This design comes from an exercise in tuning for a short achievable clock period on the open sky130 flow, not from production work.
The RTL was checked by simulation tests, not by an equivalence proof against the original design.
Power and IR drop assume default switching activity.

<file path="design/flow/design.v">
module srvmux (
    input  wire        clk,
    input  wire        rst,           
    input  wire        tick,
    input  wire        cmd_valid,
    input  wire [47:0] cmd,
    output reg         resp_valid,
    output reg  [39:0] resp,
    output wire        servo_out,
    output wire [3:0]  addr,
    output wire        step_out,
    output reg         ev_step_fire,
    output reg         ev_step_wrap,
    output reg         ev_div,
    output reg         ev_mux,
    output reg         ev_wdt
);
    localparam [31:0] MIN_PULSE      = 32'd600;
    localparam [31:0] MAX_PULSE_EXCL = 32'd2400;
    localparam [15:0] PW_RESET       = 16'd1500;
    localparam [31:0] MIN_DELAY      = 32'd17;
    localparam [31:0] EARLY          = 32'd10000;
    localparam [7:0]  DIV_T1         = 8'd10;
    localparam [7:0]  DIV_T2         = 8'd25;
    localparam [7:0]  DIV_T3         = 8'd4;
    localparam [15:0] DIV_PERIOD     = 16'd1000;
    localparam        P_STOP_DISABLES_DIVIDER = 1'b1;
    localparam [7:0] ST_OK      = 8'h00;
    localparam [7:0] ST_ILLEGAL = 8'h01;
    localparam [7:0] ST_RANGE   = 8'h02;
    localparam [7:0] ST_STATE   = 8'h03;
    localparam [31:0] TWO16 = 32'h0001_0000;
    reg [255:0] pw;           
    reg [3:0]   idx;
    reg [15:0]  period;
    reg [15:0]  pulse;
    reg [15:0]  scnt;
    reg [15:0]  tcnt;
    reg [15:0]  ocr_s;
    reg [31:0]  rem;
    reg         step_en;
    reg         deferred;
    reg         in_step;
    reg [15:0]  ocr_d;
    reg         div_en;
    reg [7:0]   cnt_ms;
    reg [7:0]   cnt_10ms;
    reg [7:0]   cnt_250ms;
    reg         f10ms;
    reg         f250ms;
    reg         f1s;
    assign servo_out = (scnt < pulse);
    assign addr      = idx;
    assign step_out  = in_step;
    wire [7:0]  op  = cmd[47:40];
    wire [7:0]  sel = cmd[39:32];
    wire [31:0] imm = cmd[31:0];
    reg [31:0] reg_value;
    always @(*) begin
        reg_value = 32'd0;
        if (sel < 8'h10) begin
            reg_value = {16'd0, pw[sel[3:0]*16 +: 16]};
        end else begin
            case (sel)
                8'h10: reg_value = {28'd0, idx};
                8'h11: reg_value = {16'd0, period};
                8'h12: reg_value = {16'd0, pulse};
                8'h13: reg_value = {16'd0, scnt};
                8'h14: reg_value = {16'd0, tcnt};
                8'h15: reg_value = {16'd0, ocr_s};
                8'h16: reg_value = rem;
                8'h17: reg_value = {29'd0, in_step, deferred, step_en};
                8'h18: reg_value = {16'd0, ocr_d};
                8'h19: reg_value = {31'd0, div_en};
                8'h1A: reg_value = {24'd0, cnt_ms};
                8'h1B: reg_value = {24'd0, cnt_10ms};
                8'h1C: reg_value = {24'd0, cnt_250ms};
                8'h1D: reg_value = {29'd0, f1s, f250ms, f10ms};
                8'h1E: reg_value = {24'd0, idx, 2'b00, step_out, servo_out};
                default: reg_value = 32'd0;
            endcase
        end
    end
    reg [255:0] n_pw;
    reg [3:0]   n_idx;
    reg [15:0]  n_period;
    reg [15:0]  n_pulse;
    reg [15:0]  n_scnt;
    reg [15:0]  n_tcnt;
    reg [15:0]  n_ocr_s;
    reg [31:0]  n_rem;
    reg         n_step_en;
    reg         n_deferred;
    reg         n_in_step;
    reg [15:0]  n_ocr_d;
    reg         n_div_en;
    reg [7:0]   n_cnt_ms;
    reg [7:0]   n_cnt_10ms;
    reg [7:0]   n_cnt_250ms;
    reg         n_f10ms;
    reg         n_f250ms;
    reg         n_f1s;
    reg [7:0]   r_status;
    reg [31:0]  r_data;
    reg         e_fire, e_wrap, e_div, e_mux;
    reg [31:0]  d_clamped;
    reg [15:0]  base;
    reg [31:0]  r;
    reg [15:0]  v;
    always @(*) begin
        n_pw        = pw;
        n_idx       = idx;
        n_period    = period;
        n_pulse     = pulse;
        n_scnt      = scnt;
        n_tcnt      = tcnt;
        n_ocr_s     = ocr_s;
        n_rem       = rem;
        n_step_en   = step_en;
        n_deferred  = deferred;
        n_in_step   = in_step;
        n_ocr_d     = ocr_d;
        n_div_en    = div_en;
        n_cnt_ms    = cnt_ms;
        n_cnt_10ms  = cnt_10ms;
        n_cnt_250ms = cnt_250ms;
        n_f10ms     = f10ms;
        n_f250ms    = f250ms;
        n_f1s       = f1s;
        r_status  = ST_OK;
        r_data    = 32'd0;
        e_fire    = 1'b0;
        e_wrap    = 1'b0;
        e_div     = 1'b0;
        e_mux     = 1'b0;
        d_clamped = 32'd0;
        base      = 16'd0;
        r         = 32'd0;
        v         = 16'd0;
        if (cmd_valid) begin
            case (op)
                8'h01: begin  
                    if (sel >= 8'd16 || imm < MIN_PULSE || imm >= MAX_PULSE_EXCL)
                        r_status = ST_RANGE;
                    else
                        n_pw[sel[3:0]*16 +: 16] = imm[15:0];
                end
                8'h02: begin  
                    if (imm != 32'd0)
                        r_status = ST_ILLEGAL;
                    else if (sel >= 8'd16)
                        r_status = ST_RANGE;
                    else
                        r_data = {16'd0, pw[sel[3:0]*16 +: 16]};
                end
                8'h03: begin  
                    if (sel != 8'd0) begin
                        r_status = ST_ILLEGAL;
                    end else begin
                        n_div_en  = 1'b1;
                        n_step_en = 1'b0;
                        if (imm == 32'd0) begin
                            n_rem      = 32'd0;
                            n_deferred = 1'b0;
                        end else begin
                            d_clamped = (imm < MIN_DELAY) ? MIN_DELAY : imm;
                            base      = (rem == 32'd0) ? tcnt : ocr_s;
                            if (d_clamped < TWO16) begin
                                n_ocr_s = base + d_clamped[15:0];
                                n_rem   = d_clamped;
                            end else if (d_clamped < TWO16 + EARLY) begin
                                n_ocr_s = base - EARLY[15:0];
                                n_rem   = d_clamped + EARLY;
                            end else begin
                                n_ocr_s = base;
                                n_rem   = d_clamped;
                            end
                            n_deferred = 1'b1;
                        end
                    end
                end
                8'h04: begin  
                    if (sel != 8'd0 || imm != 32'd0) begin
                        r_status = ST_ILLEGAL;
                    end else begin
                        n_step_en  = 1'b0;
                        n_deferred = 1'b0;
                        if (P_STOP_DISABLES_DIVIDER)
                            n_div_en = 1'b0;
                    end
                end
                8'h05: begin  
                    if (imm != 32'd0)
                        r_status = ST_ILLEGAL;
                    else if (sel > 8'd2)
                        r_status = ST_RANGE;
                    else if (sel == 8'd0) begin
                        r_data  = {31'd0, f10ms};
                        n_f10ms = 1'b0;
                    end else if (sel == 8'd1) begin
                        r_data   = {31'd0, f250ms};
                        n_f250ms = 1'b0;
                    end else begin
                        r_data = {31'd0, f1s};
                        n_f1s  = 1'b0;
                    end
                end
                8'h06: begin  
                    if (imm != 32'd0)
                        r_status = ST_ILLEGAL;
                    else if (sel > 8'h1E)
                        r_status = ST_RANGE;
                    else
                        r_data = reg_value;
                end
                8'h07: begin  
                    if (sel != 8'd0 || imm != 32'd0) begin
                        r_status = ST_ILLEGAL;
                    end else if (!in_step) begin
                        r_status = ST_STATE;
                    end else begin
                        n_in_step = 1'b0;
                        if (deferred) begin
                            n_step_en  = 1'b1;
                            n_deferred = 1'b0;
                        end
                    end
                end
                default: r_status = ST_ILLEGAL;
            endcase
        end
        if (tick) begin
            n_tcnt = n_tcnt + 16'd1;
            if (n_deferred && !n_in_step) begin
                n_step_en  = 1'b1;
                n_deferred = 1'b0;
            end
            if (n_step_en && n_tcnt == n_ocr_s) begin
                if (n_rem < TWO16) begin
                    n_in_step  = 1'b1;
                    n_step_en  = 1'b0;
                    n_deferred = 1'b0;
                    e_fire     = 1'b1;
                end else begin
                    r = n_rem - TWO16;
                    if (r < TWO16) begin
                        n_ocr_s = n_ocr_s + r[15:0];
                        n_rem   = r;
                    end else if (r < TWO16 + EARLY) begin
                        n_ocr_s = n_ocr_s - EARLY[15:0];
                        n_rem   = r + EARLY;
                    end else begin
                        n_rem   = r;
                    end
                    e_wrap = 1'b1;
                end
            end
            if (n_div_en && n_tcnt == n_ocr_d) begin
                n_ocr_d  = n_ocr_d + DIV_PERIOD;
                n_cnt_ms = n_cnt_ms + 8'd1;
                if (n_cnt_ms >= DIV_T1) begin
                    n_cnt_ms   = n_cnt_ms - DIV_T1;
                    n_f10ms    = 1'b1;
                    n_cnt_10ms = n_cnt_10ms + 8'd1;
                    if (n_cnt_10ms >= DIV_T2) begin
                        n_cnt_10ms  = n_cnt_10ms - DIV_T2;
                        n_f250ms    = 1'b1;
                        n_cnt_250ms = n_cnt_250ms + 8'd1;
                        if (n_cnt_250ms >= DIV_T3) begin
                            n_cnt_250ms = n_cnt_250ms - DIV_T3;
                            n_f1s       = 1'b1;
                        end
                    end
                end
                e_div = 1'b1;
            end
            n_scnt = n_scnt + 16'd1;
            if (n_scnt == n_period) begin
                n_scnt   = 16'd0;
                n_idx    = n_idx + 4'd1;
                v        = n_pw[n_idx*16 +: 16];
                n_period = v + 16'd1;
                n_pulse  = v;
                e_mux    = 1'b1;
            end
        end
    end
    always @(posedge clk) begin
        if (rst) begin
            pw           <= {16{PW_RESET}};
            idx          <= 4'd0;
            period       <= PW_RESET + 16'd1;
            pulse        <= PW_RESET;
            scnt         <= 16'd0;
            tcnt         <= 16'd0;
            ocr_s        <= 16'd0;
            rem          <= 32'd0;
            step_en      <= 1'b0;
            deferred     <= 1'b0;
            in_step      <= 1'b0;
            ocr_d        <= DIV_PERIOD;
            div_en       <= 1'b1;
            cnt_ms       <= 8'd0;
            cnt_10ms     <= 8'd0;
            cnt_250ms    <= 8'd0;
            f10ms        <= 1'b0;
            f250ms       <= 1'b0;
            f1s          <= 1'b0;
            resp_valid   <= 1'b0;
            resp         <= 40'd0;
            ev_step_fire <= 1'b0;
            ev_step_wrap <= 1'b0;
            ev_div       <= 1'b0;
            ev_mux       <= 1'b0;
            ev_wdt       <= 1'b0;
        end else begin
            pw           <= n_pw;
            idx          <= n_idx;
            period       <= n_period;
            pulse        <= n_pulse;
            scnt         <= n_scnt;
            tcnt         <= n_tcnt;
            ocr_s        <= n_ocr_s;
            rem          <= n_rem;
            step_en      <= n_step_en;
            deferred     <= n_deferred;
            in_step      <= n_in_step;
            ocr_d        <= n_ocr_d;
            div_en       <= n_div_en;
            cnt_ms       <= n_cnt_ms;
            cnt_10ms     <= n_cnt_10ms;
            cnt_250ms    <= n_cnt_250ms;
            f10ms        <= n_f10ms;
            f250ms       <= n_f250ms;
            f1s          <= n_f1s;
            resp_valid   <= cmd_valid;
            if (cmd_valid)
                resp     <= {r_status, r_data};
            ev_step_fire <= e_fire;
            ev_step_wrap <= e_wrap;
            ev_div       <= e_div;
            ev_mux       <= e_mux;
            ev_wdt       <= e_mux | e_div;
        end
    end
endmodule
</file>
<file path="design/flow/run.sh">
#!/bin/bash
# synth_recipe.tcl (not shown) runs the flow's synth.tcl, then flattens the netlist and writes it again
# the make line also repeats each setting of config.mk as NAME=value (left out here)
make -C /OpenROAD-flow-scripts/flow DESIGN_CONFIG=/design/flow/config.mk WORK_HOME=/design/flow/orfs CLKGATE_MAP_FILE= SYNTH_SCRIPT=/design/flow/synth_recipe.tcl finish
</file>
<file path="design/flow/config.mk">
export PLATFORM = sky130hd
export DESIGN_NAME = srvmux
export DESIGN_NICKNAME = srvmux
export VERILOG_FILES = /design/flow/design.v
export SDC_FILE = /design/flow/constraint.sdc
export NUM_CORES = 4
export LEC_CHECK = 0
export CAP_MARGIN = 20
export CELL_PAD_IN_SITES_DETAIL_PLACEMENT = 1
export CELL_PAD_IN_SITES_GLOBAL_PLACEMENT = 2
export CORE_MARGIN = 2
export CORE_UTILIZATION = 35
export PLACE_DENSITY = 0.5
export SLEW_MARGIN = 20
</file>
<file path="design/flow/constraint.sdc">
create_clock -name core_clock -period 10.0 [get_ports {clk}]
set_input_delay 2.0000 -clock core_clock [delete_from_list [all_inputs] [get_ports {clk}]]
set_output_delay 2.0000 -clock core_clock [all_outputs]
set_load 0.01 [all_outputs]
</file>
==> reports/metrics.csv <==
metric,value,unit
CTS tree,done,
Worst-path clk slew,60,ps
Site Rows,109,
H-tree depth,2,
HPWL Detailed,115,mm
Skew-Pair Late Insertion Delay,690,ps
Post-CTS Hold Buffers,0,
largest net degree at the start of global routing,122,
pwr dens,125,nW/µm²
GRT Resource Usage Total,33.9,%
crit path cell chain,clkdlybuf4s50_1 > nor4_1 > and4_1 > or2_2 > inv_1 > ha_1 > nor3b_1 > o211ai_1 > nor4_1 > or3_1 > a31oi_1 > inv_1 > ha_1 > o41ai_1 > o21ai_0 > o41ai_1 > o21ai_0 > a31oi_1 > xor2_1 > o32a_1 > or3b_1 > a21oi_1,
Netlist cell types,105,
via count,31900,
die area,91400,µm²
"commonest non-fill, non-tap cell in the layout",dfxtp_1,
ys flop type,dfxtp_1,
Synth-to-Final Area Change,14.0,%
Num CTS Buffers,57,
critical path endpoint category,register,
Worst path max stage delay,890,ps
internal power,3290,µW
RSZ-0062 raised after global routing,false,
Critical-path top delay cell,nor4_1,
setup ws final,1330,ps
Leakage,0.0138,µW
fin cells,4905,
Fmax,115,MHz
Initial Util,35.3,%
clock share of power,52.8,%
cells on worst reg2reg path,19,
Ports,104,
status,finished clean,
Root Driver,clkbuf_16,
Post-synth EDFFs,0,
VDD IR max,131,µV
setup TNS after final layout,0,ps
drt first pass iters,8,
"Net count, final",3816,
register area share after synthesis,29.3,%
drt wl/cell,32.1,µm
Pwr Total,4430,µW
required time of the critical path,10570,ps
initial antenna violation count,12,
Die Span Y,302,µm
crit path kind,in2reg,
Slew @ Worst Pin,1120,ps
Comb pwr share,6.0,%
startpoint type of the worst setup path,input port,
gpl congestion,0.960,
Final min period,8670,ps
chip width,302,µm
"worst slack, placed",768,ps
Max-Cap Viols,0,
Synth area leaders,"dfxtp_1, mux4_2, nand2_1",
Net Sw Frac,25.6,%
Synth async-reset ratio,0,%
crit path max fanout,8,
global-route wire length before repair,228,mm
worst relative slew slack,25.4,%
top cell type's share of synthesized area,29.3,%
Mean Syn Cell Area,8.33,µm²
Port Buf Inserts,97,
endpoints failing setup,0,
fin crit share,86.7,%
placed cells,4794,
final wirelength,158,mm
"flops & latches, synth",456,
vias per cell,6.51,
vias in the first global route,32100,
crit path DAT,9240,ps
DRT iter0 DRCs,3141,
CTS resizes,0,
Remaining DRCs,0,
yosys warns,1,
Placeable Area,88200,µm²
classification of the worst-slack hold path,reg2reg,
total congestion overflow,0,
Slew Limit Fails,0,
clk buf depth,3,
Post-Synthesis Cell Area,31100,µm²
P_sw,1130,µW
Sink Count,456,
WHS Path Cells,2,
Fin. Hold Viols,0,
post-synthesis cell count,3739,
share of post-route cells with drive strength above 1,12.2,%
most frequent cells in the layout,"dfxtp_1, nand2_1, nor2_1",
largest area contributor in the netlist,dfxtp_1,
Seq pwr share,41.2,%
Post-CTS Setup Bufs,0,
clock skew,54.3,ps
post-route ant nets,0,
[cells in the mapped netlist, types with 56 or more instances]
master / count
and3_1: 111
a21oi_1: 179
a221oi_1: 56
o21ai_0: 89
mux4_2: 91
ha_1: 74
nand2_1: 367
inv_1: 88
dfxtp_1: 456
and2_1: 61
xnor2_1: 101
mux2i_1: 126
xor2_1: 73
nor2_1: 322
nand3_1: 111
clkbuf_1: 292
nand4_1: 60
a22oi_1: 103
nor3_1: 94
[path summary, 6_finish.rpt]
kind,start,to,slack [ps]
max,cmd[12],ocr_s[15],1330
min,resp[5],resp[5],470
max reg2reg,rem[9],rem[7],1890
min reg2reg,resp[5],resp[5],470
[stage by stage]
| stage | util [%] | hold WS, ps | instance area [µm²] |
|---|---|---|---|
| 6_report | 40.2 | 468 | 35500 |
| 5_1_grt | 40.2 | 492 | 35500 |
| 4_1_cts | 40.2 | 473 | 35500 |
| 3_5_place_dp | 37.9 | 463 | 33400 |
| 3_3_place_gp | 37.8 | 450 | 33400 |
| 2_1_floorplan | - | 439 | 31200 |
[layer usage]
layer | global-route usage, % | up-vias | wire length [µm]
met4 | 16.7 | 8 | 8640
met3 | 5.49 | 389 | 10700
met2 | 54.0 | 1342 | 71100
met5 | 0 | - | 41
met1 | 44.4 | 16300 | 67200
li1 | - | 13900 | -
[flip-flops by register name (all words and copies together), names as in the netlist, 4 cells and up]
name	cells
pw	256
resp	34
rem	32
ocr_s	16
period	16
pulse	16
scnt	16
tcnt	16
ocr_d	13
cnt_10ms	8
cnt_250ms	8
cnt_ms	8
idx	4
[layout make-up]
class	instances	area, µm²
clock inverter	31	458
clock buffer	76	1630
fill	10200	52700
tap	1165	1460
sequential	456	9130
multi-input combinational	2849	20500
antenna	4	10.0
inverter	92	350
timing repair buffer	232	1980
[critical path: cells and delay by family]
kind | cells | cell delay [ps]
compound gates | 9 | 3280
fa+ha+maj | 2 | 430
simple gates | 7 | 2580
xor+xnor | 1 | 90
buf+inv | 3 | 860
[kinds of logic (layout without fill, tap and decap cells)]
logic type | Yosys count | count (layout) | synth area share (%)
mux | 254 | 254 | 12.0
fa+ha+maj | 76 | 76 | 3.10
simple gates | 1417 | 1417 | 23.0
buf+inv | 439 | 431 | 5.48
other cells | 1 | 10 | 0.0120
flops | 456 | 456 | 29.3
compound gates | 914 | 914 | 21.6
xor+xnor | 182 | 182 | 5.45
[power by group through the flow]
stage	Combinational, µW	Clock [µW]	Sequential, µW
2_1_floorplan	146	0	1860
3_3_place_gp	259	0	1860
3_5_place_dp	261	0	1860
4_1_cts	262	2370	1820
5_1_grt	280	2450	1820
6_report	268	2340	1820

[static timing again, ports no longer ideal]
In the flow no input, the clock included, has a driving cell. The finished layout below was timed again as built, in two steps. Step 1, drivers: a clkbuf_16 drives clk and a buf_2 each remaining input, both assumed. Step 2 adds t to the input delays and takes it off the output delays; t is the mean of the earliest and latest rising clock arrival at the registers after step 1. Input paths then give back, and output paths get back, about the clock's delay inside the block. a / b / c = ideal / step 1 / step 2; a / b = the first two.
t, ns: 0.731
slack for setup (ns): 1.326 / 1.367 / 0.636
worst setup path after step 2: input to register
pins driven straight from the clock port: 1
After both steps this run still meets setup and hold. For this run, drivers alone change the setup slack by +0.041 ns; drivers and shift together by -0.690 ns.
